From an optimization exercise on the open Yosys and OpenROAD flow, aimed at small area; shortcuts taken in it are not production practice. RTL that was checked went through simulation tests only; none was proved equivalent to the original. Only the layout flow was run in runs 2 to 5; the RTL was not checked for function there. No activity file was given, so power comes from the tool's default toggle rates.

### flow/config.mk
export PLATFORM = sky130hd
export DESIGN_NAME = thermo8_cts
export DESIGN_NICKNAME = thermo8_cts
export VERILOG_FILES = /design/flow/design.v
export SDC_FILE = /design/flow/constraint.sdc
export NUM_CORES = 4
export LEC_CHECK = 0
export ABC_AREA = 1
export CAP_MARGIN = 20
export CORE_MARGIN = 2
export CORE_UTILIZATION = 40
export PLACE_DENSITY = 0.6
export SLEW_MARGIN = 20
### flow/constraint.sdc
create_clock -name core_clock -period 10.0 [get_ports {clk}]
set_input_delay 2.0000 -clock core_clock [delete_from_list [all_inputs] [get_ports {clk}]]
set_output_delay 2.0000 -clock core_clock [all_outputs]
set_load 0.01 [all_outputs]
### flow/design.v
module thermo8_cts (
    input  wire        clk,
    input  wire        rst,
    input  wire        cmd_valid,
    output wire        cmd_ready,
    input  wire [31:0] cmd_word,
    input  wire [31:0] cmd_x,
    output reg         rsp_valid,
    output wire [31:0] rsp_res,
    output wire [2:0]  rsp_err,
    output wire [7:0]  rsp_err_info,
    input  wire        alert_in,
    output wire        bus_req_valid,
    output reg  [2:0]  bus_req_kind,
    output reg  [7:0]  bus_req_byte,
    output wire        bus_req_ack,
    input  wire        bus_rsp_valid,
    input  wire [1:0]  bus_rsp_code,
    input  wire [7:0]  bus_rsp_data,
    output reg         settle_start,
    input  wire        settle_done
);
    localparam [2:0] K_START   = 3'd0,
                     K_RESTART = 3'd1,
                     K_STOP    = 3'd2,
                     K_WR      = 3'd3,
                     K_RD      = 3'd4;
    reg        run;        
    reg        settle;     
    reg [2:0]  err;        
    reg [2:0]  fi;         
    reg        tn;         
    reg        rd;         
    reg        rmw;        
    reg        dec;        
    reg [2:0]  rg;         
    reg [15:0] v;          
    reg [6:0]  sla;
    reg [2:0]  stat;
    reg        stat_v;
    assign cmd_ready     = !run && !settle;
    assign bus_req_valid = run;
    wire [7:0]  op = cmd_word[7:0];
    wire [7:0]  fa = cmd_word[15:8];
    wire [15:0] fd = cmd_word[31:16];
    wire a0   = (fa == 8'd0);
    wire d0   = (fd == 16'd0);
    wire hi0  = (op[7:6] == 2'b00);
    wire grp0 = hi0 && (op[5:4] == 2'b00);
    wire grp1 = hi0 && (op[5:4] == 2'b01);
    wire grp2 = hi0 && (op[5:4] == 2'b10);
    wire [3:0] lo = op[3:0];
    reg legal;
    always @(*) begin
        legal = 1'b0;
        if (grp0) begin
            case (lo)
                4'h1, 4'h2: legal = a0;
                4'h3:       legal = a0 && d0;
                default:    legal = 1'b0;
            endcase
        end else if (grp1) begin
            case (lo)
                4'h0:       legal = 1'b1;
                4'h1:       legal = (fd[15:8] == 8'd0);
                4'h2, 4'h3: legal = d0;
                default:    legal = 1'b0;
            endcase
        end else if (grp2) begin
            case (lo)
                4'h0:    legal = a0 && (fd[15:7] == 9'd0);
                4'h2:    legal = a0 && (fd[15:2] == 14'd0);
                4'h3:    legal = (fa[7:2] == 6'd0) && (fa[1:0] != 2'd3) && d0;
                4'h4:    legal = a0 && (fd[15:3] == 13'd0);
                4'hF:    legal = 1'b0;
                default: legal = a0 && d0;
            endcase
        end
    end
    wire width_bad = grp1 && (lo[3:2] == 2'b00) &&
                     (lo[0] ? (fa != 8'h08) : ((fa[7:3] != 5'd0) || (fa[2:0] == 3'd0)));
    wire c_status = grp0 && (lo == 4'h2);
    wire c_enc    = (grp0 && (lo == 4'h3)) || (grp2 && (lo == 4'h3));
    wire c_init   = grp2 && (lo == 4'h0);
    wire c_alert  = grp2 && (lo == 4'h4);
    wire c_pin    = grp2 && (lo == 4'h5);
    wire c_stat   = grp2 && (lo == 4'h6);
    wire c_rmw    = grp2 && (lo >= 4'h7) && (lo <= 4'hC);
    wire c_bus    = grp1 || (grp2 && (lo != 4'h0) && (lo != 4'h5) && (lo != 4'h6));
    wire [15:0] xm  = cmd_x[27:12];
    wire        xc  = cmd_x[31] && (cmd_x[11:0] != 12'd0);    
    wire [1:0]  xn  = xm[1:0] + {1'b0, xc};
    wire        xk  = xm[1] && (xm[0] || xc);
    wire [15:0] enc = {xm[15:2] + {13'd0, xk},
                       (xn == 2'd1) ? 2'd2 : (xn == 2'd2) ? 2'd3 : 2'd0};
    wire m_hi = !c_status;                       
    wire m_lo = !(c_status || c_init);           
    wire [15:0] v_acc =
        ({16{c_enc}} & enc) |
        {fd[15:7] & {9{m_hi}},
         fd[6:2] & {5{m_lo}}, fd[1] & m_lo & !c_alert, fd[0] & m_lo} |
        {13'd0, {3{c_status}} & fd[15:13]} |
        {5'd0, {2{c_alert}} & fd[1:0], 4'd0, c_alert, c_alert, 2'd0, c_alert} |
        {12'd0, c_stat & stat_v, {3{c_stat}} & stat} |
        {15'd0, c_pin & alert_in};
    reg [2:0] rg_acc;
    always @(*) begin
        if (grp1)
            rg_acc = fa[2:0];
        else begin
            case (lo)
                4'h1:    rg_acc = 3'd5;
                4'h3:    rg_acc = 3'd2 + {1'b0, fa[1:0]};
                4'h4:    rg_acc = 3'd1;
                4'hD:    rg_acc = 3'd6;
                4'hE:    rg_acc = 3'd7;
                4'h2:    rg_acc = 3'd0;
                default: rg_acc = lo[2:0];
            endcase
        end
    end
    wire rd_acc  = (grp1 && lo[1]) || (grp2 && ((lo == 4'h1) || (lo == 4'hD) || (lo == 4'hE)));
    wire dec_acc = (grp0 || grp2) && (lo == 4'h1);
    wire is8   = !rmw && (rg == 3'd0);
    wire fr    = rmw ? !tn : rd;                   
    wire abort = (err != 3'd0);                    
    wire last  = fr ? (is8 ? (fi == 3'd6) : (fi == 3'd7))
                    : (is8 ? (fi == 3'd4) : (fi == 3'd5));
    wire [7:0] addr = is8 ? 8'h08 : rmw ? 8'h01 : {5'd0, rg};
    always @(*) begin
        bus_req_kind = K_STOP;
        bus_req_byte = v[7:0];
        if (!abort) begin
            case (fi)
                3'd0: bus_req_kind = K_START;
                3'd1: begin bus_req_kind = K_WR; bus_req_byte = {sla, 1'b0}; end
                3'd2: begin bus_req_kind = K_WR; bus_req_byte = addr; end
                3'd3: begin
                    bus_req_kind = fr ? K_RESTART : K_WR;
                    bus_req_byte = is8 ? v[7:0] : v[15:8];
                end
                3'd4: begin
                    bus_req_kind = (fr || !is8) ? K_WR : K_STOP;
                    bus_req_byte = fr ? {sla, 1'b1} : v[7:0];
                end
                3'd5: bus_req_kind = fr ? K_RD : K_STOP;
                3'd6: bus_req_kind = (fr && !is8) ? K_RD : K_STOP;
                default: bus_req_kind = K_STOP;
            endcase
        end
    end
    assign bus_req_ack = !is8 && !fi[1];
    wire is_wr  = (bus_req_kind == K_WR);
    wire is_rdk = (bus_req_kind == K_RD);
    wire fail   = bus_rsp_code[1] || (bus_rsp_code[0] && is_wr);
    wire m8 = (rg == 3'd7) || (rg == 3'd0);
    wire m7 = (rg == 3'd1) || (rg == 3'd2);
    wire m6 = (rg == 3'd3) || (rg == 3'd4);
    wire ms = rg[0];
    wire [11:0] lower;
    assign lower[0] = 1'b0;
    genvar gi;
    generate
        for (gi = 1; gi < 12; gi = gi + 1) begin : g_neg
            assign lower[gi] = lower[gi-1] | v[gi-1];
        end
    endgenerate
    wire        s_neg = v[12];
    wire [12:0] mag = {s_neg & !(lower[11] | v[11]), v[11:0] ^ ({12{s_neg}} & lower)};
    wire [18:0] res = dec ? {v[15:13], 2'b00, v[12], mag} : {3'd0, v};
    assign rsp_res      = {13'd0, res & {19{err == 3'd0}}};
    assign rsp_err      = err;
    assign rsp_err_info = {3'b000, tn, 1'b0, fi};
    always @(posedge clk) begin
        rsp_valid    <= 1'b0;
        settle_start <= 1'b0;
        if (rst) begin
            run    <= 1'b0;
            settle <= 1'b0;
            sla    <= 7'h18;
            stat   <= 3'd0;
            stat_v <= 1'b0;
        end else if (run) begin
            if (bus_rsp_valid) begin
                if (abort) begin
                    run       <= 1'b0;
                    rsp_valid <= 1'b1;
                end else if (fail) begin
                    err <= bus_rsp_code[1] ? 3'd2 : 3'd1;
                    if (last) begin
                        run       <= 1'b0;
                        rsp_valid <= 1'b1;
                    end
                end else begin
                    if (is_rdk)
                        v <= {v[7:0], bus_rsp_data};
                    if (!last) begin
                        fi <= fi + 3'd1;
                    end else begin
                        fi <= 3'd0;
                        tn <= rmw && !tn;
                        if (rmw && !tn) begin
                            if (m8) v[8] <= ms;
                            if (m7) v[7] <= ms;
                            if (m6) v[6] <= ms;
                        end else if (rmw && m8) begin
                            run          <= 1'b0;
                            settle       <= 1'b1;
                            settle_start <= 1'b1;
                        end else begin
                            run       <= 1'b0;
                            rsp_valid <= 1'b1;
                            if (dec) begin
                                stat   <= v[15:13];
                                stat_v <= 1'b1;
                            end
                        end
                    end
                end
            end
        end else if (settle) begin
            if (settle_done && !settle_start) begin
                settle    <= 1'b0;
                rsp_valid <= 1'b1;
            end
        end else if (cmd_valid) begin
            err <= !legal ? 3'd4 : width_bad ? 3'd3 : 3'd0;
            fi  <= 3'd0;
            tn  <= 1'b0;
            rd  <= rd_acc;
            rmw <= c_rmw;
            dec <= dec_acc;
            rg  <= rg_acc;
            v   <= v_acc;
            if (legal && c_init)
                sla <= fd[6:0];
            if (legal && !width_bad && c_bus)
                run <= 1'b1;
            else
                rsp_valid <= 1'b1;
        end
    end
endmodule
### flow/flow/run.sh
#!/bin/bash
# The standard layout with these changes:
#  - synthesis maps the logic with an area-oriented ABC script (flow/area.abc) and
#    without the adder cell mapping; the flip-flops are mapped as the standard
#    synthesis maps them (same cells, same names);
#  - the port buffers use the smallest buffer cell;
#  - the constant outputs share one tie cell;
#  - clock tree synthesis adds no dummy loads.
set -euo pipefail
here=$PWD
export BUFFER_PORTS_ARGS="-buffer_cell sky130_fd_sc_hd__buf_1"
export SKIP_REPAIR_TIE_FANOUT=1
export CTS_ARGS="-sink_clustering_enable -repair_clock_nets -dont_use_dummy_load -sink_clustering_size 50 -sink_clustering_max_diameter 200"
export MY_ABC_SCRIPT=$here/flow/area.abc
sed -e "s#SYNTH_SCRIPT=[^ ]*#SYNTH_SCRIPT=$here/flow/synth.tcl ADDER_MAP_FILE=#" standard.sh > own_standard.sh
bash own_standard.sh synth > synth.log 2>&1
bash standard.sh finish > finish.log 2>&1
### flow/flow/area.abc
strash
&get -n
&deepsyn -T 30
&nf -a -R 1000
&put
### flow/flow/synth.tcl
proc synth {args} { yosys synth -nofsm -noshare {*}$args }
proc abc {args} {
  set i [lsearch -exact $args -script]
  if {$i >= 0} { set args [lreplace $args $i [expr {$i + 1}] -script $::env(MY_ABC_SCRIPT)] }
  yosys abc {*}$args
}
source $::env(SCRIPTS_DIR)/synth.tcl
# left out here: clear keep_hierarchy, flatten, clean up, hide names made inside functions, write 1_2_yosys.v
### flow/standard.sh
#!/bin/bash
# synth_recipe.tcl (not shown) runs the flow's synth.tcl, then flattens the netlist and writes it again
# the make line also repeats each setting of config.mk as NAME=value (left out here)
make -C /OpenROAD-flow-scripts/flow DESIGN_CONFIG=/design/flow/config.mk WORK_HOME=/design/flow/orfs CLKGATE_MAP_FILE= SYNTH_SCRIPT=/design/flow/synth_recipe.tcl "${@:-finish}"
==> results of run 1 <==
==> where the power goes <==
group / total (mW) / leakage (nW) / internal, mW / switching, mW
sequential: 0.215 / 0.390 / 0.202 / 0.0123
combinational: 0.0653 / 0.803 / 0.0238 / 0.0415
clock: 0.102 / 0.0359 / 0.0452 / 0.0564
total: 0.381 / 1.23 / 0.271 / 0.110
==> layer usage <==
metal / GRT usage [%] / wire [um]
met2: 38.63 / 4749
met3: 3.050 / 789
met5: 0 / 0
met1: 34.59 / 4754
met4: 7.126 / 134
==> worst register-to-register path, delay by kind of cell, from the launching register on <==
family	cells	cell delay, ns
buffers and inverters	1	0.10
AO/OA/AOI/OAI	5	1.09
flip-flops	1	0.46
AND/OR/NAND/NOR	7	1.47
==> path summary, 6_finish.rpt <==
| path | to | startpoint | cells past startpoint |
|---|---|---|---|
| min reg2reg | sla[3] | sla[3] | 2 |
| max | v[15] | cmd_x[9] | 15 |
| min | sla[3] | sla[3] | 2 |
| max reg2reg | rsp_valid | rmw | 13 |
==> sequential cells by signal, indices dropped and copies added (netlist names), 3 cells and up <==
| name | count |
|---|---|
| v | 16 |
| sla | 7 |
| err | 3 |
| fi | 3 |
| rg | 3 |
| stat | 3 |
==> layout make-up <==
cell class / instances / area [um^2]
well taps: 102 / 127.6
inverters: 21 / 78.83
fillers: 819 / 4006
multi-input cells: 327 / 1882
flip-flops and latches: 44 / 1171
repair buffers: 122 / 473.0
clock buffers: 5 / 68.82
==> logic make-up after synthesis <==
family	synth area share, %
xor+xnor	0.2687
flops	35.92
simple gates	28.82
buf+inv	6.562
other cells	0.1150
compound gates	27.67
mux	0.6523
==> metrics by stage <==
step | worst slack [ns] | cells | power, mW | area [um^2]
2_1_floorplan | 5.097 | 410 | 0.2534 | 3261
3_3_place_gp | 4.787 | 616 | 0.2827 | 3732
3_5_place_dp | 4.660 | 616 | 0.2831 | 3732
4_1_cts | 4.975 | 621 | 0.3820 | 3801
5_1_grt | 4.688 | 621 | 0.4001 | 3801
6_report | 4.974 | 621 | 0.3814 | 3801
==> cells in the final DEF (no fill, tap or decap), types with 2 or more instances in the layout <==
cell,Yosys,final
buf_1,0,118
nor2_1,51,51
a21oi_1,44,44
nand2_1,31,31
o21ai_0,30,30
edfxtp_1,29,29
nor3_1,22,22
clkinv_1,21,21
nor4_1,15,15
and3_1,15,15
dfxtp_1,15,15
nor2b_1,13,13
and2_0,10,10
nand2b_1,9,9
a22o_1,9,9
a31oi_1,6,6
o31ai_1,6,6
a22oi_1,6,6
a221o_1,6,6
a222oi_1,6,6
a211oi_1,5,5
nor3b_1,5,5
clkbuf_8,0,5
buf_4,18,4
or2_0,3,3
nand3_1,3,3
a221oi_1,3,3
or3_1,2,2
or4_1,2,2
o21bai_1,2,2
a32oi_1,2,2
o211ai_1,2,2
==> out/qor.txt, run 1 <==
Final TNS setup: 0 ns
Top-area cell type share of the netlist area: 26.71%
Vias in the first global route: 3325
CTS tree: built
DRC violations left: 0
Clk root buf: clkbuf_8
Total Nets Final: 601
Critical Path AT: 5.08 ns
Crit. End Element: flip-flop
Area leader, netlist: edfxtp_1
Initial antenna violation count: 0
Hold-fix buffers, CTS: 0
Fraction of registers with async set/reset: 0%
Final period utilization: 50.26%
Port bufs: 118
Minimum clock period: 5.026 ns
R2r setup slk: 6.78 ns
Boundary Pins: 139
CP Buf/Inv Count: 1
Most common cell in the netlist: nor2_1
Crit-path max FO: 5
Die Height: 94.29 um
Max cap viols: 0
DRT iter0 DRCs: 239
Number of enable flip-flop cells after synthesis: 29
Grt ovf: 0
Leak: 1.229 nW
CTS Buffer Depth: 2
Detail Route Antenna Nets: 0
Std-Cell Rows: 32
DR WL/cell: 16.79 um
Slowest CP cell: nor4_1
Syn avg cell area: 7.953 um^2
Largest net degree at the start of global routing: 32
Num CTS Buffers: 5
Synth unique cells: 48
HPWL after DPL: 8287 um
Die X: 94.29 um
Worst Path Required: 10.06 ns
Via/cell ratio: 5.767
Slew @ Worst Pin: 1.106 ns
Unrepaired setup endpoints after global routing: no
H-tree Lvls: 2
Top cells by area, synth: edfxtp_1 27%, dfxtp_1 9.2%, a21oi_1 6.8%, nor2_1 5.9%, o21ai_0 4.6%
Final WL: 10430 um
Via count: 3581
Core ar.: 7807 um^2
# diodes: 0
Synthesized flop and latch total: 44
Clk_skew: 0.01925 ns
Post_cts resized: 0
Ys flop type: edfxtp_1
Gate Count Post-Synth: 410
Global-route wire length before repair: 16750 um
Peak Freq: 199.0 MHz
Slew margin rel.: 25.57%
Hold slack final: 0.4586 ns
Setup violators final: 0
Syn_nets: 490
Utilization after layout: 48.69%
Drt first pass iters: 4
Synthesis-to-layout area growth: 16.58%
Commonest cells in the netlist: 51 x nor2_1, 44 x a21oi_1, 31 x nand2_1, 30 x o21ai_0, 29 x edfxtp_1
Total GRT Usage: 24.31%
Crit path max-delay family: simple AND/OR/NAND/NOR gates
Routability Congestion: 0.9071
VDD IR max: 0.05815 mV
Slew Viols, Final: 0
Worst-skew pair later-pin latency: 0.30 ns
Most frequent CP cell: and3_1
Max stage delay on crit path: 0.31 ns
Initial Util: 41.76%
Mapped cell area: 3261 um^2
Part of the Yosys area used for sequential elements: 35.92%
WS Path Type: in -> reg
Critical Path Source Type: primary input
Die Area: 8890 um^2
Yosys warns: 1
Pwr Density: 100.3 nW/um^2
Critical-path cell list: buf_1 > nor4_1 > a31oi_1 > o21a_1 > and2_0 > and3_1 > and3_1 > and2_0 > and3_1 > and3_1 > and3_1 > and2_0 > o21ai_0 > a21oi_1 > a221o_1
Clk sinks: 44
Outcome: complete, no violations
Postcts setup bufs: 0
Clock slew at reported path FFs: 0.09 ns
Hold Path Class: reg -> reg
Final Hold Vio Count: 0
Layout cells sized above 1: 1.927%
==> run 2, diff against run 1 <==
--- a/flow/design.v
+++ b/flow/design.v
@@ -17,7 +17,7 @@
     input  wire        bus_rsp_valid,
     input  wire [1:0]  bus_rsp_code,
     input  wire [7:0]  bus_rsp_data,
-    output reg         settle_start,
+    output wire        settle_start,
     input  wire        settle_done
 );
     localparam [2:0] K_START   = 3'd0,
@@ -26,7 +26,6 @@
                      K_WR      = 3'd3,
                      K_RD      = 3'd4;
     reg        run;        
-    reg        settle;     
     reg [2:0]  err;        
     reg [2:0]  fi;         
     reg        tn;         
@@ -38,8 +37,10 @@
     reg [6:0]  sla;
     reg [2:0]  stat;
     reg        stat_v;
-    assign cmd_ready     = !run && !settle;
-    assign bus_req_valid = run;
+    wire sphase = tn && fi[2] && fi[1];
+    assign cmd_ready     = !run;
+    assign bus_req_valid = run && !sphase;
+    assign settle_start  = run && sphase && !fi[0];
     wire [7:0]  op = cmd_word[7:0];
     wire [7:0]  fa = cmd_word[15:8];
     wire [15:0] fd = cmd_word[31:16];
@@ -173,13 +174,20 @@
     assign rsp_err_info = {3'b000, tn, 1'b0, fi};
     always @(posedge clk) begin
         rsp_valid    <= 1'b0;
-        settle_start <= 1'b0;
         if (rst) begin
             run    <= 1'b0;
-            settle <= 1'b0;
             sla    <= 7'h18;
             stat   <= 3'd0;
             stat_v <= 1'b0;
+        end else if (run && sphase) begin
+            if (!fi[0]) begin
+                fi <= 3'd7;
+            end else if (settle_done) begin
+                run       <= 1'b0;
+                rsp_valid <= 1'b1;
+                fi        <= 3'd0;
+                tn        <= 1'b0;
+            end
         end else if (run) begin
             if (bus_rsp_valid) begin
                 if (abort) begin
@@ -204,9 +212,8 @@
                             if (m7) v[7] <= ms;
                             if (m6) v[6] <= ms;
                         end else if (rmw && m8) begin
-                            run          <= 1'b0;
-                            settle       <= 1'b1;
-                            settle_start <= 1'b1;
+                            fi <= 3'd6;
+                            tn <= 1'b1;
                         end else begin
                             run       <= 1'b0;
                             rsp_valid <= 1'b1;
@@ -217,11 +224,6 @@
                         end
                     end
                 end
-            end
-        end else if (settle) begin
-            if (settle_done && !settle_start) begin
-                settle    <= 1'b0;
-                rsp_valid <= 1'b1;
             end
         end else if (cmd_valid) begin
             err <= !legal ? 3'd4 : width_bad ? 3'd3 : 3'd0;
--- a/flow/flow/run.sh
+++ b/flow/flow/run.sh
@@ -10,7 +10,7 @@
 here=$PWD
 export BUFFER_PORTS_ARGS="-buffer_cell sky130_fd_sc_hd__buf_1"
 export SKIP_REPAIR_TIE_FANOUT=1
-export CTS_ARGS="-sink_clustering_enable -repair_clock_nets -dont_use_dummy_load -sink_clustering_size 50 -sink_clustering_max_diameter 200"
+export CTS_ARGS="-sink_clustering_enable -repair_clock_nets -dont_use_dummy_load"
 export MY_ABC_SCRIPT=$here/flow/area.abc
 sed -e "s#SYNTH_SCRIPT=[^ ]*#SYNTH_SCRIPT=$here/flow/synth.tcl ADDER_MAP_FILE=#" standard.sh > own_standard.sh
 bash own_standard.sh synth > synth.log 2>&1
==> run 2 against run 1 <==
Still clean on timing, DRC and antenna. Hold slack worse by 0.012 ns. Non-clock buffer count stayed put. Combinational power grew 19%. Core utilization shrank 0.22 points. Sequential share of layout area down 0.92 points. Cell count fell by 0.81%. Global-route usage up 0.11 points. Die area is 0.44% lower. Clock skew down 0.0016 ns. Sequential cell count down 2. First-iteration DRC count up 12%. Total power fell by 0.54%. Largest power group unchanged. Highest routed layer unchanged.
==> out/qor.txt, run 2 <==
Outcome: complete, no violations
Slew margin rel.: 35.42% (+9.8 points)
Via/cell ratio: 5.920 (+2.7%)
Post_cts resized: 0 (unchanged)
Most frequent cells in the layout: 118 x buf_1, 53 x nor2_1, 38 x nand2_1
Detail Route Antenna Nets: 0 (unchanged)
Port bufs: 118 (unchanged)
Die X: 94.08 um (-0.22%)
Final Hold Vio Count: 0 (unchanged)
Die Area: 8850 um^2 (-0.44%)
Commonest non-fill, non-tap cell in the layout: buf_1
Boundary Pins: 139 (unchanged)
HPWL after DPL: 8637 um (+4.2%)
Minimum clock period: 5.237 ns (+0.2114 ns)
Leak: 1.240 nW (+0.93%)
Post-route cell area: 3784 um^2 (-0.46%)
Global-route wire length before repair: 16770 um (+0.16%)
Fraction of registers with async set/reset: 0% (unchanged)
Max reg flops: 16 (unchanged)
Post-DP Area: 3709 um^2 (-0.64%)
Global Route met3 Usage: 4.013% (+0.96 points)
Drt first pass iters: 5 (+1)
Setup violators final: 0 (unchanged)
Std-Cell Rows: 32 (unchanged)
Biggest register: v
Total GRT Usage: 24.42% (+0.11 points)
Yosys warns: 1 (unchanged)
DRT iter0 DRCs: 268 (+12%)
Largest regs: v x16, sla x7
GR peak layer: met2
Final period utilization: 52.37% (+2.1 points)
Layout cells sized above 1: 1.946% (+0.019 points)
Pwr Density: 100.3 nW/um^2 (about the same)
Clk root buf: clkbuf_8
Unrepaired setup endpoints after global routing: no
Core ar.: 7807 um^2 (unchanged)
Worst setup path start: err[1]
Reg2Reg Depth: 8 (-5)
Clk_skew: 0.01763 ns (-0.001616 ns)
# diodes: 0 (unchanged)
Critical Path Source Type: flip-flop
CP endpoint: bus_req_byte[0]
Die Height: 94.08 um (-0.22%)
Vias in the first global route: 3359 (+1.0%)
WS Path Type: reg -> out
Synthesis-to-layout area growth: 16.58% (about the same)
DR WL/cell: 17.23 um (+2.6%)
Largest net degree at the start of global routing: 29 (-9.4%)
CTS Buffer Depth: 2 (unchanged)
Grt ovf: 0 (unchanged)
Final TNS setup: 0 ns (unchanged)
Hold Path Class: reg -> reg
Via count: 3647 (+1.8%)
Hold-fix buffers, CTS: 0 (unchanged)
Top cells by area, synth: edfxtp_1 27%, dfxtp_1 8.0%, nor2_1 6.1%, a21oi_1 4.6%, nand2_1 4.4%
CTS tree: built
Commonest cells in the netlist: 53 x nor2_1, 38 x nand2_1, 30 x a21oi_1, 29 x edfxtp_1, 26 x nor3_1
Reg-to-reg endpoint: v[12]
Max cap viols: 0 (unchanged)
Number of enable flip-flop cells after synthesis: 29 (unchanged)
Slew @ Worst Pin: 0.9613 ns (-0.1449 ns)
Part of the Yosys area used for sequential elements: 34.85% (-1.1 points)
Worst-skew pair later-pin latency: 0.29 ns (about the same)
Worst Path Required: 8.00 ns (-2.06 ns)
Synth unique cells: 49 (+2.1%)
Routability Congestion: 0.8742 (-3.6%)
Most common cell in the netlist: nor2_1
Initial antenna violation count: 0 (unchanged)
Clk sinks: 42 (-4.5%)
Met1 Use GR: 32.78% (-1.8 points)
Peak Freq: 190.9 MHz (-4.0%)
Pre-CTS WS: 4.757 ns (+0.09771 ns)
Crit. End Element: primary output
M2 GR Usage: 40.00% (+1.4 points)
Synthesized flop and latch total: 42 (-4.5%)
Postcts setup bufs: 0 (unchanged)
Clock slew at reported path FFs: 0.07 ns (-0.02 ns)
Crit-path max FO: 15 (+10)
H-tree Lvls: 2 (unchanged)
Initial Util: 41.57% (-0.19 points)
Num CTS Buffers: 5 (unchanged)
VDD IR max: 0.04952 mV (-15%)
Final WL: 10610 um (+1.8%)
Mapped cell area: 3246 um^2 (-0.46%)
Total Nets Final: 596 (-0.83%)
Top-area cell type share of the netlist area: 26.83% (+0.12 points)
Reg2reg start: rg[1]
Area leader, netlist: edfxtp_1
Syn_nets: 485 (-1.0%)
Final setup margin: 4.763 ns (-0.2114 ns)
Syn avg cell area: 8.014 um^2 (+0.77%)
Critical Path AT: 3.24 ns (-1.84 ns)
R2r setup slk: 6.57 ns (-0.21 ns)
Gate Count Post-Synth: 405 (-1.2%)
DRC violations left: 0 (unchanged)
Ys flop type: edfxtp_1
Slew Viols, Final: 0 (unchanged)
run 2: changes by cell type in the layout (fill, tap and decap cells not counted), sizes merged, moves of 4 or more:
cell    before  now
nand2       31   38
o21ai       30   24
nand4        0    4
o22ai        1    5
nor2b       13    8
nand3        3    7
nor4        15    6
xor2         1    7
a21oi       44   30
clkinv      21   15
nor3        22   26
run 2: layout make-up:
type | instances | area (um^2)
fillers | 850 | 4024
multi-input cells | 330 | 1929
flip-flops and latches | 42 | 1131
repair buffers | 122 | 470.5
well taps | 102 | 127.6
clock buffers | 5 | 68.82
inverters | 15 | 56.30
run 2: worst min path at each step:
stage          slack [ns]  depth (start not counted)  endpoint   start
4_1_cts              0.44                          2    sla[4]  sla[4]
3_5_place_dp         0.43                          2    sla[4]  sla[4]
2_1_floorplan        0.41                          2    stat_v  stat_v
5_1_grt              0.47                          2    sla[3]  sla[3]
6_report             0.45                          2    sla[4]  sla[4]
3_3_place_gp         0.43                          2    sla[4]  sla[4]
run 2: worst max-delay path, stage by stage (launching register included):
cell and delay (ns):
edfxtp_1 0.41, or3_1 0.63, nor2_1 0.25, nand2_1 0.12
nor2_1 0.46, nor3_1 0.29, a2111oi_0 0.53, a21oi_1 0.08
buf_1 0.17
run 2: cell families (layout without fill, tap and decap cells):
family / Yosys count / after routing / share of synthesized area, %
and+or+nand+nor: 191 / 191 / 29.14
AOI/OAI and AO/OA: 125 / 125 / 26.33
DFF: 42 / 42 / 34.85
buffers and inverters: 33 / 142 / 5.898
xor gates and xnor gates: 10 / 10 / 2.699
muxes: 3 / 3 / 0.9638
other: 1 / 1 / 0.1155
run 2: power by group:
group	switching (mW)	internal (mW)	total (mW)
logic	0.0490	0.0286	0.0776
registers	0.00960	0.194	0.204
clock network	0.0530	0.0450	0.0980
run 2: through the flow:
stage / hold WS (ns) / cells / power [mW] / util, %
after floorplan: 0.4145 / 405 / 0.2524 / -
after global placement: 0.4341 / 610 / 0.2834 / 47.44
after detailed placement: 0.4336 / 611 / 0.2840 / 47.50
after CTS: 0.4445 / 616 / 0.3811 / 48.38
after global routing: 0.4740 / 616 / 0.3990 / 48.46
final: 0.4468 / 616 / 0.3794 / 48.46
run 2: metal layers:
metal	routed length, um	share of wire (%)	vias up
met5	0	0	-
met4	242	2.3	0
met3	930	8.8	22
met2	4901	46	199
met1	4539	43	1667
li1	-	-	1759
==> run 3, diff against run 2 <==
--- a/flow/flow/run.sh
+++ b/flow/flow/run.sh
@@ -10,7 +10,7 @@
 here=$PWD
 export BUFFER_PORTS_ARGS="-buffer_cell sky130_fd_sc_hd__buf_1"
 export SKIP_REPAIR_TIE_FANOUT=1
-export CTS_ARGS="-sink_clustering_enable -repair_clock_nets -dont_use_dummy_load"
+export CTS_ARGS="-sink_clustering_enable -repair_clock_nets -dont_use_dummy_load -sink_clustering_size 50 -sink_clustering_max_diameter 200 -sink_buffer_max_cap_derate 3.0"
 export MY_ABC_SCRIPT=$here/flow/area.abc
 sed -e "s#SYNTH_SCRIPT=[^ ]*#SYNTH_SCRIPT=$here/flow/synth.tcl ADDER_MAP_FILE=#" standard.sh > own_standard.sh
 bash own_standard.sh synth > synth.log 2>&1
==> run 3 against run 2 <==
The flow now stops in clock tree synthesis (4_1_cts). Area after synthesis unchanged. Synthesized cell count unchanged.
==> out/qor.txt, run 3 <==
Outcome: did not finish
Stopping stage: clock tree synthesis (4_1_cts)
Stop err: [ERROR CTS-0109] sink_buffer_max_cap_derate needs to be between 0 and 1.0.
Synth unique cells: 49 (unchanged)
Pre-CTS WS: 4.757 ns (unchanged)
Syn avg cell area: 8.014 um^2 (unchanged)
Initial Util: 41.57% (unchanged)
Area leader, netlist: edfxtp_1
Syn_nets: 485 (unchanged)
Yosys warns: 1 (unchanged)
Fraction of registers with async set/reset: 0% (unchanged)
Synthesized flop and latch total: 42 (unchanged)
Die X: 94.08 um (unchanged)
Placed Cells: 611 (unchanged)
HPWL after DPL: 8637 um (unchanged)
Most common cell in the netlist: nor2_1
Top-area cell type share of the netlist area: 26.83% (unchanged)
Post-DP Area: 3709 um^2 (unchanged)
Number of enable flip-flop cells after synthesis: 29 (unchanged)
Part of the Yosys area used for sequential elements: 34.85% (unchanged)
Die Height: 94.08 um (unchanged)
Boundary Pins: 139 (unchanged)
Commonest cells in the netlist: 53 x nor2_1, 38 x nand2_1, 30 x a21oi_1, 29 x edfxtp_1, 26 x nor3_1
Routability Congestion: 0.8742 (unchanged)
Port bufs: 118 (unchanged)
Ys flop type: edfxtp_1
Top cells by area, synth: edfxtp_1 27%, dfxtp_1 8.0%, nor2_1 6.1%, a21oi_1 4.6%, nand2_1 4.4%
Mapped cell area: 3246 um^2 (unchanged)
Std-Cell Rows: 32 (unchanged)
Gate Count Post-Synth: 405 (unchanged)
-- run 3: logic make-up after synthesis --
group | count (synthesis) | share of synthesized area [%]
AND/OR/NAND/NOR | 191 | 29.14
XOR/XNOR | 10 | 2.699
flip-flops | 42 | 34.85
other | 1 | 0.1155
AO/OA/AOI/OAI | 125 | 26.33
multiplexers | 3 | 0.9638
buffers and inverters | 33 | 5.898
-- run 3: how the worst max path moves through the flow --
stage	from	endpoint	slack [ns]	depth (start not counted)
3_5_place_dp	cmd_x[9]	v[15]	4.76	15
3_3_place_gp	cmd_x[1]	v[15]	4.85	15
2_1_floorplan	cmd_x[5]	v[15]	5.10	14
-- run 3: power groups by stage --
stage / Combinational, mW / Clock, mW / Sequential, mW
3_3_place_gp: 0.0761 / 0 / 0.207
2_1_floorplan: 0.0467 / 0 / 0.206
3_5_place_dp: 0.0765 / 0 / 0.207
==> run 4, diff against run 3 <==
--- a/flow/design.v
+++ b/flow/design.v
@@ -94,16 +94,22 @@
     wire        xk  = xm[1] && (xm[0] || xc);
     wire [15:0] enc = {xm[15:2] + {13'd0, xk},
                        (xn == 2'd1) ? 2'd2 : (xn == 2'd2) ? 2'd3 : 2'd0};
-    wire m_hi = !c_status;                       
-    wire m_lo = !(c_status || c_init);           
+    wire ok_acc = legal && !width_bad;
+    wire m_hi = ok_acc && !c_status;             
+    wire m_lo = ok_acc && !(c_status || c_init);  
+    wire g_enc    = ok_acc && c_enc;
+    wire g_status = ok_acc && c_status;
+    wire g_alert  = ok_acc && c_alert;
+    wire g_stat   = ok_acc && c_stat;
+    wire g_pin    = ok_acc && c_pin;
     wire [15:0] v_acc =
-        ({16{c_enc}} & enc) |
+        ({16{g_enc}} & enc) |
         {fd[15:7] & {9{m_hi}},
          fd[6:2] & {5{m_lo}}, fd[1] & m_lo & !c_alert, fd[0] & m_lo} |
-        {13'd0, {3{c_status}} & fd[15:13]} |
-        {5'd0, {2{c_alert}} & fd[1:0], 4'd0, c_alert, c_alert, 2'd0, c_alert} |
-        {12'd0, c_stat & stat_v, {3{c_stat}} & stat} |
-        {15'd0, c_pin & alert_in};
+        {13'd0, {3{g_status}} & fd[15:13]} |
+        {5'd0, {2{g_alert}} & fd[1:0], 4'd0, g_alert, g_alert, 2'd0, g_alert} |
+        {12'd0, g_stat & stat_v, {3{g_stat}} & stat} |
+        {15'd0, g_pin & alert_in};
     reg [2:0] rg_acc;
     always @(*) begin
         if (grp1)
@@ -169,7 +175,7 @@
     wire        s_neg = v[12];
     wire [12:0] mag = {s_neg & !(lower[11] | v[11]), v[11:0] ^ ({12{s_neg}} & lower)};
     wire [18:0] res = dec ? {v[15:13], 2'b00, v[12], mag} : {3'd0, v};
-    assign rsp_res      = {13'd0, res & {19{err == 3'd0}}};
+    assign rsp_res      = {13'd0, res};
     assign rsp_err      = err;
     assign rsp_err_info = {3'b000, tn, 1'b0, fi};
     always @(posedge clk) begin
@@ -195,6 +201,7 @@
                     rsp_valid <= 1'b1;
                 end else if (fail) begin
                     err <= bus_rsp_code[1] ? 3'd2 : 3'd1;
+                    v   <= 16'd0;
                     if (last) begin
                         run       <= 1'b0;
                         rsp_valid <= 1'b1;
--- a/flow/flow/run.sh
+++ b/flow/flow/run.sh
@@ -10,7 +10,7 @@
 here=$PWD
 export BUFFER_PORTS_ARGS="-buffer_cell sky130_fd_sc_hd__buf_1"
 export SKIP_REPAIR_TIE_FANOUT=1
-export CTS_ARGS="-sink_clustering_enable -repair_clock_nets -dont_use_dummy_load -sink_clustering_size 50 -sink_clustering_max_diameter 200 -sink_buffer_max_cap_derate 3.0"
+export CTS_ARGS="-sink_clustering_enable -repair_clock_nets -dont_use_dummy_load"
 export MY_ABC_SCRIPT=$here/flow/area.abc
 sed -e "s#SYNTH_SCRIPT=[^ ]*#SYNTH_SCRIPT=$here/flow/synth.tcl ADDER_MAP_FILE=#" standard.sh > own_standard.sh
 bash own_standard.sh synth > synth.log 2>&1
==> run 4 against run 3 <==
The run now finishes clean. Synthesized cell count decreased by 3.7%. Area after synthesis fell by 1.4%.
==> out/qor.txt, run 4 <==
Synthesis-to-layout area growth: 16.19%
WS Path Type: reg -> out
Pwr Density: 97.07 nW/um^2
Top cells by area, synth: edfxtp_1 27%, dfxtp_1 8.1%, a21oi_1 4.7%, nor2_1 4.6%, buf_4 4.5%
Gate Count Post-Synth: 390 (-3.7%)
Max cap viols: 0
Drt first pass iters: 7
Mapped cell area: 3199 um^2 (-1.4%)
Fillcell total: 832
Ys flop type: edfxtp_1
Worst Path Required: 8.00 ns
Syn avg cell area: 8.203 um^2 (+2.4%)
Max stage delay on crit path: 0.66 ns
Via count: 3451
Critical Path AT: 3.21 ns
Final Hold Vio Count: 0
Die Area: 8730 um^2
M2 GR Usage: 40.41%
Die Height: 93.44 um (-0.68%)
Num CTS Buffers: 5
Critical-path cell list: or2_0 > nand2b_1 > o21ai_0 > a21oi_1 > a222oi_1 > clkinv_1 > buf_1
Final TNS setup: 0 ns
Layout cells sized above 1: 1.613%
Min-delay src: sla[4]
Area leader, netlist: edfxtp_1
Slew @ Worst Pin: 0.8129 ns
Port bufs: 118 (unchanged)
Core ar.: 7727 um^2
Total power: 0.3608 mW
Clk sinks: 42
Synth Area in XOR/XNOR: 5.201% (+2.5 points)
Utilization after layout: 48.11%
Comb pwr share: 17.2%
Initial Util: 41.40% (-0.17 points)
Slew Viols, Final: 0
Reg-to-reg endpoint: v[0]
Setup violators final: 0
Synthesized flop and latch total: 42 (unchanged)
Most common cell in the netlist: nor2_1
Fraction of registers with async set/reset: 0% (unchanged)
DRC violations left: 0
HPWL after DPL: 8152 um (-5.6%)
Part of the Yosys area used for sequential elements: 35.35% (+0.50 points)
# diodes: 0
CTS tree: built
WHS Path Cells: 2
Post-DP Area: 3649 um^2 (-1.6%)
Via/cell ratio: 5.771
VDD IR max: 0.04346 mV
Syn_nets: 470 (-3.1%)
Hold EP: sla[4]
Boundary Pins: 139 (unchanged)
Final WL: 10140 um
Global Route met3 Usage: 3.062%
Total GRT Usage: 23.73%
Adder-Cell Fraction of Synth Area: 0% (unchanged)
Clk network pwr share: 28.2%
Post-route cell area: 3717 um^2
Mux share of post-synthesis cell area: 1.017% (+0.053 points)
Post_cts resized: 0
Global-route wire length before repair: 16290 um
Unrepaired setup endpoints after global routing: no
Yosys warns: 1 (unchanged)
Outcome: complete, no violations
Leak: 1.205 nW
Routability Congestion: 0.8930 (+2.2%)
Most frequent cells in the layout: 118 x buf_1, 39 x nor2_1, 38 x nand2_1
GR peak layer: met2
Die X: 93.44 um (-0.68%)
Worst-skew pair later-pin latency: 0.31 ns
CTS Buffer Depth: 2
Minimum clock period: 5.210 ns
Biggest register: v
Vias in the first global route: 3185
Largest regs: v x16, sla x7
Seq pwr share: 54.6%
Compound-cell area share of the yosys netlist: 25.58% (-0.75 points)
Grt ovf: 0
Peak Freq: 191.9 MHz
Net Sw Frac: 28.59%
R2r setup slk: 5.63 ns
Largest family of logic cells by synthesized area: simple AND/OR/NAND/NOR gates
Reg2reg start: rg[1]
Sw power: 0.1032 mW
Top-area cell type share of the netlist area: 27.22% (+0.39 points)
Initial antenna violation count: 0
Internal power: 0.2577 mW
Hold Path Class: reg -> reg
Max reg flops: 16
Hold slack final: 0.4539 ns
Slowest CP cell: o21ai_0
Slew margin rel.: 45.23%
Total Nets Final: 578
Hold-fix buffers, CTS: 0
Std-Cell Rows: 32 (unchanged)
Met1 Use GR: 31.82%
Clock slew at reported path FFs: 0.10 ns
Largest net degree at the start of global routing: 19
Synth unique cells: 49 (unchanged)
DR WL/cell: 16.96 um
Number of enable flip-flop cells after synthesis: 29 (unchanged)
Simple-gate share of the synthesized area: 25.69% (-3.5 points)
Crit-path max FO: 15
Final period utilization: 52.10%
Commonest non-fill, non-tap cell in the layout: buf_1
Detail Route Antenna Nets: 0
Reg2Reg Depth: 12
Postcts setup bufs: 0
Critical Path Source Type: flip-flop
Clk root buf: clkbuf_8
H-tree Lvls: 2
Commonest cells in the netlist: 39 x nor2_1, 38 x nand2_1, 30 x a21oi_1, 29 x edfxtp_1, 24 x o21ai_0
Clk_skew: 0.03930 ns
DRT iter0 DRCs: 239
Crit. End Element: primary output
-- run 4: routing by layer --
layer  part of all wire, %  vias to the layer above
met5                     0                        -
met4                   1.1                        0
met3                   7.6                        8
met2                    48                      174
met1                    43                     1597
li1                      -                     1672
-- run 4: worst max path at each step --
| stage | from | to | slack, ns |
|---|---|---|---|
| CTS | fi[0] | bus_req_byte[6] | 4.80 |
| finish | fi[0] | bus_req_byte[6] | 4.79 |
| global placement | cmd_x[1] | v[15] | 4.85 |
| global route | fi[0] | bus_req_byte[6] | 4.55 |
| detailed placement | cmd_x[7] | v[15] | 4.78 |
| floorplan | cmd_x[5] | v[15] | 5.22 |
-- run 4: power by group through the flow --
stage | registers, mW | logic, mW | clock network (mW)
floorplan | 0.198 | 0.0369 | 0
global placement | 0.201 | 0.0616 | 0
detailed placement | 0.201 | 0.0618 | 0
CTS | 0.197 | 0.0622 | 0.101
global route | 0.198 | 0.0695 | 0.109
finish | 0.197 | 0.0622 | 0.102
-- run 4: layout make-up --
cell class                      count  area (um^2)  share of cell area [%]
Inverter                           22        82.58                   2.221
Tap cell                          102        127.6                   3.433
Clock buffer                        5        68.82                   1.851
Sequential cell                    42         1131                   30.43
Timing Repair Buffer              120        457.9                   12.32
Multi-Input combinational cell    307         1849                   49.75
-- run 4: critical path: cells and delay by family (launching register included) --
kind | cells | cell delay [ns]
AND/OR/NAND/NOR | 2 | 0.55
flip-flops | 1 | 0.59
buffers and inverters | 2 | 0.28
AO/OA/AOI/OAI | 3 | 1.50
-- run 4: logic make-up (layout without fill, tap and decap cells) --
| kind of cell | Yosys count | in the layout |
|---|---|---|
| compound gates | 120 | 120 |
| xor+xnor | 19 | 19 |
| buf+inv | 41 | 147 |
| flops | 42 | 42 |
| mux | 3 | 3 |
| other cells | 1 | 1 |
| simple gates | 164 | 164 |
-- run 4: metrics by stage --
stage / worst slack [ns] / instances
detailed placement: 4.782 / 593
global route: 4.547 / 598
global placement: 4.850 / 593
CTS: 4.801 / 598
floorplan: 5.217 / 390
finish: 4.790 / 598
==> run 5, diff against run 4 <==
--- a/flow/design.v
+++ b/flow/design.v
@@ -51,73 +51,58 @@
     wire grp1 = hi0 && (op[5:4] == 2'b01);
     wire grp2 = hi0 && (op[5:4] == 2'b10);
     wire [3:0] lo = op[3:0];
-    reg legal;
-    always @(*) begin
-        legal = 1'b0;
-        if (grp0) begin
-            case (lo)
-                4'h1, 4'h2: legal = a0;
-                4'h3:       legal = a0 && d0;
-                default:    legal = 1'b0;
-            endcase
-        end else if (grp1) begin
-            case (lo)
-                4'h0:       legal = 1'b1;
-                4'h1:       legal = (fd[15:8] == 8'd0);
-                4'h2, 4'h3: legal = d0;
-                default:    legal = 1'b0;
-            endcase
-        end else if (grp2) begin
-            case (lo)
-                4'h0:    legal = a0 && (fd[15:7] == 9'd0);
-                4'h2:    legal = a0 && (fd[15:2] == 14'd0);
-                4'h3:    legal = (fa[7:2] == 6'd0) && (fa[1:0] != 2'd3) && d0;
-                4'h4:    legal = a0 && (fd[15:3] == 13'd0);
-                4'hF:    legal = 1'b0;
-                default: legal = a0 && d0;
-            endcase
-        end
-    end
-    wire width_bad = grp1 && (lo[3:2] == 2'b00) &&
+    wire zA72  = (fa[7:2] == 6'd0);
+    wire zA    = zA72 && (fa[1:0] == 2'd0);
+    wire zD158 = (fd[15:8] == 8'd0);
+    wire zD157 = zD158 && !fd[7];
+    wire zD153 = zD157 && (fd[6:3] == 4'd0);
+    wire zD152 = zD153 && !fd[2];
+    wire zD    = zD152 && (fd[1:0] == 2'd0);
+    wire g0v   = grp0 && (lo == 4'h1 || lo == 4'h2 || lo == 4'h3);
+    wire g1v   = grp1 && (lo[3:2] == 2'b00);
+    wire g2v   = grp2 && (lo != 4'hF);
+    wire lim   = grp2 && (lo == 4'h3);
+    wire d_ok  = (grp0 && lo[1:0] != 2'd3) || (grp1 && lo[1:0] == 2'd0) ||
+                 (grp1 && lo[1:0] == 2'd1 && zD158) ||
+                 (grp2 && lo == 4'h0 && zD157) ||
+                 (grp2 && lo == 4'h2 && zD152) ||
+                 (grp2 && lo == 4'h4 && zD153) || zD;
+    wire a_ok  = grp1 ? 1'b1 : lim ? (zA72 && fa[1:0] != 2'd3) : zA;
+    wire legal = (g0v || g1v || g2v) && a_ok && d_ok;
+    wire width_bad = op[4] &&
                      (lo[0] ? (fa != 8'h08) : ((fa[7:3] != 5'd0) || (fa[2:0] == 3'd0)));
-    wire c_status = grp0 && (lo == 4'h2);
-    wire c_enc    = (grp0 && (lo == 4'h3)) || (grp2 && (lo == 4'h3));
-    wire c_init   = grp2 && (lo == 4'h0);
-    wire c_alert  = grp2 && (lo == 4'h4);
-    wire c_pin    = grp2 && (lo == 4'h5);
-    wire c_stat   = grp2 && (lo == 4'h6);
-    wire c_rmw    = grp2 && (lo >= 4'h7) && (lo <= 4'hC);
-    wire c_bus    = grp1 || (grp2 && (lo != 4'h0) && (lo != 4'h5) && (lo != 4'h6));
+    wire c_status = !op[5] && !op[4] && (lo == 4'h2);
+    wire c_enc    = !op[4] && (lo == 4'h3);
+    wire c_init   = op[5] && (lo == 4'h0);
+    wire c_alert  = op[5] && (lo == 4'h4);
+    wire c_pin    = op[5] && (lo == 4'h5);
+    wire c_stat   = op[5] && (lo == 4'h6);
+    wire c_rmw    = op[5] && (lo >= 4'h7) && (lo <= 4'hC);
+    wire c_bus    = op[4] || (op[5] && (lo != 4'h0) && (lo != 4'h5) && (lo != 4'h6));
     wire [15:0] xm  = cmd_x[27:12];
     wire        xc  = cmd_x[31] && (cmd_x[11:0] != 12'd0);    
     wire [1:0]  xn  = xm[1:0] + {1'b0, xc};
     wire        xk  = xm[1] && (xm[0] || xc);
     wire [15:0] enc = {xm[15:2] + {13'd0, xk},
                        (xn == 2'd1) ? 2'd2 : (xn == 2'd2) ? 2'd3 : 2'd0};
-    wire ok_acc = legal && !width_bad;
-    wire m_hi = ok_acc && !c_status;             
-    wire m_lo = ok_acc && !(c_status || c_init);  
-    wire g_enc    = ok_acc && c_enc;
-    wire g_status = ok_acc && c_status;
-    wire g_alert  = ok_acc && c_alert;
-    wire g_stat   = ok_acc && c_stat;
-    wire g_pin    = ok_acc && c_pin;
+    wire m_hi = !c_status;                       
+    wire m_lo = !(c_status || c_init);           
     wire [15:0] v_acc =
-        ({16{g_enc}} & enc) |
+        ({16{c_enc}} & enc) |
         {fd[15:7] & {9{m_hi}},
          fd[6:2] & {5{m_lo}}, fd[1] & m_lo & !c_alert, fd[0] & m_lo} |
-        {13'd0, {3{g_status}} & fd[15:13]} |
-        {5'd0, {2{g_alert}} & fd[1:0], 4'd0, g_alert, g_alert, 2'd0, g_alert} |
-        {12'd0, g_stat & stat_v, {3{g_stat}} & stat} |
-        {15'd0, g_pin & alert_in};
+        {13'd0, {3{c_status}} & fd[15:13]} |
+        {5'd0, {2{c_alert}} & fd[1:0], 4'd0, c_alert, c_alert, 2'd0, c_alert} |
+        {12'd0, c_stat & stat_v, {3{c_stat}} & stat} |
+        {15'd0, c_pin & alert_in};
     reg [2:0] rg_acc;
     always @(*) begin
-        if (grp1)
+        if (op[4])
             rg_acc = fa[2:0];
         else begin
             case (lo)
                 4'h1:    rg_acc = 3'd5;
-                4'h3:    rg_acc = 3'd2 + {1'b0, fa[1:0]};
+                4'h3:    rg_acc = {fa[1], !fa[1], fa[0]};
                 4'h4:    rg_acc = 3'd1;
                 4'hD:    rg_acc = 3'd6;
                 4'hE:    rg_acc = 3'd7;
@@ -126,8 +111,8 @@
             endcase
         end
     end
-    wire rd_acc  = (grp1 && lo[1]) || (grp2 && ((lo == 4'h1) || (lo == 4'hD) || (lo == 4'hE)));
-    wire dec_acc = (grp0 || grp2) && (lo == 4'h1);
+    wire rd_acc  = op[4] ? lo[1] : (lo[3] || (lo[2:0] == 3'd1));
+    wire dec_acc = !op[4] && (lo == 4'h1);
     wire is8   = !rmw && (rg == 3'd0);
     wire fr    = rmw ? !tn : rd;                   
     wire abort = (err != 3'd0);                    
@@ -175,7 +160,7 @@
     wire        s_neg = v[12];
     wire [12:0] mag = {s_neg & !(lower[11] | v[11]), v[11:0] ^ ({12{s_neg}} & lower)};
     wire [18:0] res = dec ? {v[15:13], 2'b00, v[12], mag} : {3'd0, v};
-    assign rsp_res      = {13'd0, res};
+    assign rsp_res      = {13'd0, res & {19{err == 3'd0}}};
     assign rsp_err      = err;
     assign rsp_err_info = {3'b000, tn, 1'b0, fi};
     always @(posedge clk) begin
@@ -201,7 +186,6 @@
                     rsp_valid <= 1'b1;
                 end else if (fail) begin
                     err <= bus_rsp_code[1] ? 3'd2 : 3'd1;
-                    v   <= 16'd0;
                     if (last) begin
                         run       <= 1'b0;
                         rsp_valid <= 1'b1;
==> run 5 against run 4 <==
Still clean. Clock skew shrank 0.019 ns. Non-clock buffer count grew 2. Register-to-register slack gained 0.76 ns. Die area grew 0.63%. Area after synthesis grew 0.66%. Cell area grew 1.0%. Critical path depth grew 1. Critical endpoint is now bus_req_byte[7]. Largest cell class unchanged. Largest power group unchanged.
==> out/qor.txt, run 5 <==
Area leader, netlist: edfxtp_1
Largest regs: v x16, sla x7
DRT iter0 DRCs: 270 (+13%)
Fraction of registers with async set/reset: 0% (unchanged)
Unrepaired setup endpoints after global routing: no
Total Nets Final: 604 (+4.5%)
Gate Count Post-Synth: 413 (+5.9%)
Worst-skew pair later-pin latency: 0.30 ns (about the same)
Clk sinks: 42 (unchanged)
Clk root buf: clkbuf_8
R2r setup slk: 6.39 ns (+0.76 ns)
Most frequent cells in the layout: 118 x buf_1, 58 x nor2_1, 44 x a21oi_1
Initial Util: 41.46% (+0.060 points)
Hold slack final: 0.4475 ns (-0.006450 ns)
Synth unique cells: 50 (+2.0%)
Biggest register: v
Vias in the first global route: 3265 (+2.5%)
VDD IR max: 0.05684 mV (+31%)
Setup violators final: 0 (unchanged)
Number of enable flip-flop cells after synthesis: 29 (unchanged)
CTS Buffer Depth: 2 (unchanged)
Largest net degree at the start of global routing: 28 (+9)
Multi-input logic area: 1873 um^2 (+1.3%)
Final Hold Vio Count: 0 (unchanged)
Global-route wire length before repair: 16040 um (-1.5%)
Reg2reg start: rg[1]
Ys flop type: edfxtp_1
Leak: 1.246 nW (+3.4%)
Pwr Density: 105.4 nW/um^2 (+8.6%)
Part of the Yosys area used for sequential elements: 35.12% (-0.23 points)
Num CTS Buffers: 5 (unchanged)
Placed Cells: 619 (+4.4%)
Hold Path Class: reg -> reg
Syn avg cell area: 7.798 um^2 (-4.9%)
Commonest non-fill, non-tap cell in the layout: buf_1
Synthesized flop and latch total: 42 (unchanged)
H-tree Lvls: 2 (unchanged)
Total power: 0.3960 mW (+9.8%)
CTS tree: built
Commonest cells in the netlist: 58 x nor2_1, 44 x a21oi_1, 34 x nand2_1, 31 x o21ai_0, 29 x edfxtp_1
Mapped cell area: 3221 um^2 (+0.66%)
Max reg flops: 16 (unchanged)
Grt ovf: 0 (unchanged)
# diodes: 0 (unchanged)
Final WL: 10110 um (-0.30%)
Critical Path AT: 3.03 ns (-0.18 ns)
Fillcell total: 845 (+1.6%)
Slew margin rel.: 50.81% (+5.6 points)
Peak Freq: 198.7 MHz (+3.5%)
Initial antenna violation count: 0 (unchanged)
HPWL after DPL: 8215 um (+0.77%)
WS Path Type: reg -> out
Clk_skew: 0.02003 ns (-0.01928 ns)
Routability Congestion: 0.8721 (-2.3%)
Top cells by area, synth: edfxtp_1 27%, dfxtp_1 8.1%, a21oi_1 6.8%, nor2_1 6.8%, o21ai_0 4.8%
Core ar.: 7767 um^2 (+0.52%)
Total GRT Usage: 23.20% (-0.53 points)
Pre-CTS WS: 4.780 ns (-0.002180 ns)
Fin cells: 624 (+4.3%)
Critical Path Source Type: flip-flop
Slew @ Worst Pin: 0.7322 ns (-0.08077 ns)
Max cap viols: 0 (unchanged)
Storage cell area: 1131 um^2 (unchanged)
Min-delay src: sla[4]
Via count: 3606 (+4.5%)
Layout cells sized above 1: 1.724% (+0.11 points)
Syn_nets: 493 (+4.9%)
Die Height: 93.73 um (+0.32%)
Clock slew at reported path FFs: 0.08 ns (-0.02 ns)
Crit-path max FO: 10 (-5)
Postcts setup bufs: 0 (unchanged)
Crit. End Element: primary output
Synthesis-to-layout area growth: 16.63%
Hold-fix buffers, CTS: 0 (unchanged)
Minimum clock period: 5.032 ns (-0.1779 ns)
Port bufs: 118 (unchanged)
Boundary Pins: 139 (unchanged)
Outcome: complete, no violations
Top-area cell type share of the netlist area: 27.04% (-0.18 points)
Yosys warns: 1 (unchanged)
Via/cell ratio: 5.779 (+0.14%)
Reg-to-reg endpoint: v[1]
Std-Cell Rows: 32 (unchanged)
Slew Viols, Final: 0 (unchanged)
Detail Route Antenna Nets: 0 (unchanged)
DR WL/cell: 16.21 um (-4.5%)
Reg2Reg Depth: 9 (-3)
Die X: 93.73 um (+0.32%)
Hold EP: sla[4]
Post_cts resized: 0 (unchanged)
WHS Path Cells: 2 (unchanged)
Final period utilization: 50.32% (-1.8 points)
Final setup margin: 4.968 ns (+0.1779 ns)
Die Area: 8785 um^2 (+0.63%)
Drt first pass iters: 5 (-2)
Most common cell in the netlist: nor2_1
DRC violations left: 0 (unchanged)
Worst Path Required: 8.00 ns (about the same)
Final TNS setup: 0 ns (unchanged)
run 5: cell count changes in the layout (fill, tap and decap cells not counted), moves of 6 or more:
cell / delta
and3_1: +6
a21oi_1: +14
o21ai_0: +7
nor2_1: +19
nor3_1: +13
xnor2_1: -14
run 5: through the flow:
stage          util, %  area (um^2)
2_1_floorplan        -         3221
4_1_cts          48.36         3756
3_5_place_dp     47.47         3687
5_1_grt          48.36         3756
3_3_place_gp     47.47         3687
6_report         48.36         3756
run 5: kinds of logic after synthesis:
family	after synthesis	share of synthesized area, %
flip-flops	42	35.12
AND/OR/NAND/NOR	181	26.85
XOR/XNOR	2	0.5440
AO/OA/AOI/OAI	144	29.64
other	1	0.1164
buffers and inverters	40	6.760
multiplexers	3	0.9713
run 5: how the worst max path moves through the flow:
| stage | cells past startpoint | startpoint | endpoint | slack [ns] |
|---|---|---|---|---|
| floorplan | 14 | cmd_x[5] | v[15] | 5.13 |
| global placement | 15 | cmd_x[5] | v[15] | 4.86 |
| detailed placement | 15 | cmd_x[5] | v[15] | 4.78 |
| CTS | 8 | err[1] | bus_req_byte[7] | 5.01 |
| global route | 6 | rg[1] | bus_req_byte[2] | 4.78 |
| finish | 8 | err[1] | bus_req_byte[7] | 4.97 |
run 5: routing by layer:
metal | track usage, % | routed length (um) | up-vias
met5 | 0 | 0 | -
met4 | 5.314 | 97 | 0
met3 | 3.130 | 773 | 8
met2 | 37.56 | 4593 | 168
met1 | 33.00 | 4649 | 1654
li1 | - | - | 1776
run 5: critical path: stages, from the launching register on:
cell      delay [ns]
edfxtp_1        0.41
or3_1           0.47
nor2_1          0.16
nand2_1         0.10
nor3_1          0.59
nor2_1          0.35
a222oi_1        0.39
clkinv_1        0.14
buf_1           0.15
run 5: layout make-up:
class	instances	area share, %
tap	102	3.398
inverter	22	2.199
multi-input combinational	331	49.87
timing repair buffer	122	12.59
clock buffer	5	1.832
sequential	42	30.11
run 5: power by group:
group / switching, mW / total (mW) / internal [mW]
Clock: 0.0531 / 0.0981 / 0.0450
Sequential: 0.0121 / 0.208 / 0.196
Combinational: 0.0562 / 0.0894 / 0.0332
==> run 6, diff against run 5 <==
--- a/flow/design.v
+++ b/flow/design.v
@@ -85,16 +85,22 @@
     wire        xk  = xm[1] && (xm[0] || xc);
     wire [15:0] enc = {xm[15:2] + {13'd0, xk},
                        (xn == 2'd1) ? 2'd2 : (xn == 2'd2) ? 2'd3 : 2'd0};
-    wire m_hi = !c_status;                       
-    wire m_lo = !(c_status || c_init);           
+    wire ok_acc = legal && !width_bad;
+    wire m_hi = ok_acc && !c_status;             
+    wire m_lo = ok_acc && !(c_status || c_init);  
+    wire g_enc    = ok_acc && c_enc;
+    wire g_status = ok_acc && c_status;
+    wire g_alert  = ok_acc && c_alert;
+    wire g_stat   = ok_acc && c_stat;
+    wire g_pin    = ok_acc && c_pin;
     wire [15:0] v_acc =
-        ({16{c_enc}} & enc) |
+        ({16{g_enc}} & enc) |
         {fd[15:7] & {9{m_hi}},
          fd[6:2] & {5{m_lo}}, fd[1] & m_lo & !c_alert, fd[0] & m_lo} |
-        {13'd0, {3{c_status}} & fd[15:13]} |
-        {5'd0, {2{c_alert}} & fd[1:0], 4'd0, c_alert, c_alert, 2'd0, c_alert} |
-        {12'd0, c_stat & stat_v, {3{c_stat}} & stat} |
-        {15'd0, c_pin & alert_in};
+        {13'd0, {3{g_status}} & fd[15:13]} |
+        {5'd0, {2{g_alert}} & fd[1:0], 4'd0, g_alert, g_alert, 2'd0, g_alert} |
+        {12'd0, g_stat & stat_v, {3{g_stat}} & stat} |
+        {15'd0, g_pin & alert_in};
     reg [2:0] rg_acc;
     always @(*) begin
         if (op[4])
@@ -160,7 +166,7 @@
     wire        s_neg = v[12];
     wire [12:0] mag = {s_neg & !(lower[11] | v[11]), v[11:0] ^ ({12{s_neg}} & lower)};
     wire [18:0] res = dec ? {v[15:13], 2'b00, v[12], mag} : {3'd0, v};
-    assign rsp_res      = {13'd0, res & {19{err == 3'd0}}};
+    assign rsp_res      = {13'd0, res};
     assign rsp_err      = err;
     assign rsp_err_info = {3'b000, tn, 1'b0, fi};
     always @(posedge clk) begin
@@ -186,6 +192,7 @@
                     rsp_valid <= 1'b1;
                 end else if (fail) begin
                     err <= bus_rsp_code[1] ? 3'd2 : 3'd1;
+                    v   <= 16'd0;
                     if (last) begin
                         run       <= 1'b0;
                         rsp_valid <= 1'b1;
==> flow/flow/run.sh (replaced) <==
#!/bin/bash
# The standard layout with these changes:
#  - synthesis maps the logic with area-oriented ABC scripts (flow/area*.abc,
#    the same script with four random seeds; the smallest mapping is kept) and
#    without the adder cell mapping; the flip-flops are mapped as the standard
#    synthesis maps them (same cells, same names);
#  - the port buffers use the smallest buffer cell;
#  - the constant outputs share one tie cell;
#  - clock tree synthesis adds no dummy loads.
set -euo pipefail
here=$PWD
export BUFFER_PORTS_ARGS="-buffer_cell sky130_fd_sc_hd__buf_1"
export SKIP_REPAIR_TIE_FANOUT=1
export CTS_ARGS="-sink_clustering_enable -repair_clock_nets -dont_use_dummy_load"
export MY_ABC_SCRIPTS="$here/flow/area1.abc $here/flow/area2.abc $here/flow/area3.abc $here/flow/area4.abc"
sed -e "s#SYNTH_SCRIPT=[^ ]*#SYNTH_SCRIPT=$here/flow/synth.tcl ADDER_MAP_FILE=#" standard.sh > own_standard.sh
bash own_standard.sh synth > synth.log 2>&1
bash standard.sh finish > finish.log 2>&1
==> flow/flow/area1.abc (new file) <==
strash
&get -n
&deepsyn -T 20 -S 1
&nf -a -R 1000
&put
==> flow/flow/area2.abc (new file) <==
strash
&get -n
&deepsyn -T 20 -S 2
&nf -a -R 1000
&put
==> flow/flow/area3.abc (new file) <==
strash
&get -n
&deepsyn -T 20 -S 3
&nf -a -R 1000
&put
==> flow/flow/area4.abc (new file) <==
strash
&get -n
&deepsyn -T 20 -S 4
&nf -a -R 1000
&put
==> flow/flow/synth.tcl (replaced) <==
proc synth {args} { yosys synth -nofsm -noshare {*}$args }
# Map the logic several times, each with an ABC script of its own
# (MY_ABC_SCRIPTS), and keep the mapping with the least cell area. The
# flip-flops are mapped before this step and are not touched by it.
proc abc {args} {
  set i [lsearch -exact $args -script]
  set lib [lindex $args [expr {[lsearch -exact $args -liberty] + 1}]]
  set best_area 1e18
  set best ""
  yosys design -save pre_abc
  foreach script $::env(MY_ABC_SCRIPTS) {
    yosys design -load pre_abc
    if {$i >= 0} { set run_args [lreplace $args $i [expr {$i + 1}] -script $script] } else { set run_args [concat $args [list -script $script]] }
    yosys abc {*}$run_args
    set report [tee -q -s result.string stat -liberty $lib]
    regexp {Chip area for module[^:]*:\s*([0-9.]+)} $report -> area
    puts "abc script $script: cell area $area"
    if {$area < $best_area} {
      set best_area $area
      set best $script
      yosys design -save best_abc
    }
  }
  puts "kept the mapping of $best: cell area $best_area"
  yosys design -load best_abc
}
source $::env(SCRIPTS_DIR)/synth.tcl
# left out here: clear keep_hierarchy, flatten, clean up, hide names made inside functions, write 1_2_yosys.v
--- a/flow/config.mk
+++ b/flow/config.mk
@@ -8,6 +8,6 @@
 export ABC_AREA = 1
 export CAP_MARGIN = 20
 export CORE_MARGIN = 2
-export CORE_UTILIZATION = 40
-export PLACE_DENSITY = 0.6
+export CORE_UTILIZATION = 65
+export PLACE_DENSITY = 0.8
 export SLEW_MARGIN = 20
removed: flow/flow/area.abc
==> run 6 against run 5 <==
Critical endpoint is now v[10]. Die area decreased by 39%. Non-clock buffer count decreased by 3. Clock skew is 0.0031 ns lower. Clock power hardly changed. Area after synthesis fell by 2.8%. Largest cell class unchanged. Core utilization is 28 points higher. Still clean on timing, DRC and antenna.
==> out/qor.txt, run 6 <==
Detail Route Antenna Nets: 0 (unchanged)
Synthesized flop and latch total: 42 (unchanged)
Total power: 0.3761 mW (-5.0%)
Clock slew at reported path FFs: 0.08 ns (about the same)
Part of the Yosys area used for sequential elements: 36.12% (+1.0 points)
Vias in the first global route: 3109 (-4.8%)
Total Nets Final: 566 (-6.3%)
CTS Buffer Depth: 2 (unchanged)
Die X: 73.41 um (-22%)
Syn avg cell area: 8.263 um^2 (+6.0%)
Grt ovf: 0 (unchanged)
Postcts setup bufs: 0 (unchanged)
Slew @ Worst Pin: 1.047 ns (+0.3144 ns)
Top cells by area, synth: edfxtp_1 28%, dfxtp_1 8.3%, buf_4 4.6%, nand2_1 4.4%, xnor2_1 4.2%
Slew margin rel.: 29.97% (-21 points)
Area leader, netlist: edfxtp_1
Max reg flops: 16 (unchanged)
Hold Path Class: reg -> reg
WS Path Type: in -> reg
Largest net degree at the start of global routing: 18 (-36%)
Outcome: complete, no violations
Pre-CTS WS: 4.568 ns (-0.2126 ns)
DR WL/cell: 17.29 um (+6.7%)
Layout cells sized above 1: 1.240% (-0.48 points)
Critical-path cell list: buf_1 > or4_1 > a2111oi_0 > nor2_1 > o21ai_0 > nand3_1 > a31oi_1 > o21a_1 > and2_0 > nand2_1 > nor2_1 > a222oi_1 > o31ai_1
Final WL: 9302 um (-8.0%)
Drt first pass iters: 6 (+1)
DRC violations left: 0 (unchanged)
Crit-path max FO: 13 (+3)
Fraction of registers with async set/reset: 0% (unchanged)
Fin cells: 538 (-14%)
Biggest register: v
Final Hold Vio Count: 0 (unchanged)
Unrepaired setup endpoints after global routing: no
HPWL after DPL: 7247 um (-12%)
Via/cell ratio: 6.606 (+14%)
Core ar.: 4692 um^2 (-40%)
Worst-skew pair later-pin latency: 0.30 ns (about the same)
Final TNS setup: 0 ns (unchanged)
Port bufs: 118 (unchanged)
Max stage delay on crit path: 0.68 ns (+0.09 ns)
Num CTS Buffers: 5 (unchanged)
Top-area cell type share of the netlist area: 27.81% (+0.77 points)
Clk sinks: 42 (unchanged)
Syn_nets: 459 (-6.9%)
Global-route wire length before repair: 14590 um (-9.0%)
Hold-fix buffers, CTS: 0 (unchanged)
Initial antenna violation count: 0 (unchanged)
Number of enable flip-flop cells after synthesis: 29 (unchanged)
Crit. End Element: flip-flop
Via count: 3554 (-1.4%)
CTS tree: built
Std-Cell Rows: 25 (-22%)
Ys flop type: edfxtp_1
Peak Freq: 192.3 MHz (-3.2%)
Critical Path Source Type: primary input
Clk root buf: clkbuf_8
Most frequent CP cell: nor2_1
# diodes: 0 (unchanged)
Worst Path Required: 10.11 ns (+2.11 ns)
Most common cell in the netlist: nand2_1
H-tree Lvls: 2 (unchanged)
Synthesis-to-layout area growth: 14.18%
Critical Path AT: 5.32 ns (+2.29 ns)
Synth unique cells: 46 (-8.0%)
Fillcell total: 362 (-57%)
Commonest non-fill, non-tap cell in the layout: buf_1
Leak: 1.177 nW (-5.6%)
Clk_skew: 0.01697 ns (-0.003053 ns)
Pwr Density: 105.2 nW/um^2 (-0.24%)
Most frequent cells in the layout: 118 x buf_1, 37 x nand2_1, 34 x nor2_1
==> run 6: where the power goes <==
group | internal, mW | switching [mW] | leakage, nW
Combinational | 0.0263 | 0.0476 | 0.759
Sequential | 0.193 | 0.0107 | 0.381
Clock | 0.0450 | 0.0531 | 0.0359
==> run 6: cell type report <==
class,count,area [um^2],area share (%)
clock buffers,5,68.82,1.924
inverters,22,82.58,2.309
multi-input cells,296,1775,49.65
flip-flops and latches,42,1131,31.63
well taps,54,67.56,1.889
repair buffers,119,450.4,12.60
==> run 6: worst paths after layout <==
kind                                to  depth (start not counted)          from  slack [ns]
worst max-delay path             v[10]                         13  cmd_word[22]        4.80
worst max register to register   v[11]                          8         rg[2]        6.30
worst min register to register  stat_v                          2        stat_v        0.45
worst min-delay path            stat_v                          2        stat_v        0.45
==> run 6: worst min-delay path: stages (launching register included) <==
cell and delay [ns]:
dfxtp_1 0.31, clkinv_1 0.04, a21oi_1 0.05
==> run 6: through the flow <==
stage                     util, %  hold slack [ns]
final                       76.21           0.4521
after global routing        76.21           0.4785
after CTS                   76.21           0.4490
after detailed placement    74.75           0.4390
after global placement      74.75           0.4277
after floorplan                 -           0.4111
==> run 6: kinds of logic (layout without fill, tap and decap cells) <==
family | Yosys count | in the layout | share of synthesized area, %
multiplexers | 3 | 3 | 0.9988
buffers and inverters | 41 | 146 | 7.191
flip-flops | 42 | 42 | 36.12
AO/OA/AOI/OAI | 117 | 117 | 25.57
other | 1 | 1 | 0.1197
XOR/XNOR | 18 | 18 | 5.034
AND/OR/NAND/NOR | 157 | 157 | 24.97
==> run 6: per-layer routing <==
metal  GRT usage [%]  share of wire, %  vias to the layer above
li1                -                 -                     1653
met4           12.53               2.8                        0
met5               0                 0                        -
met1           47.89                40                     1595
met3           7.545                11                       35
met2           56.16                46                      271

Setup slack of run 6, layout unchanged: 4.800 ns with ideal ports, 4.802 ns with driving cells assumed (clock clkbuf_16, inputs buf_2), 4.489 ns with port delays also shifted by the 0.314 ns mid clock arrival.
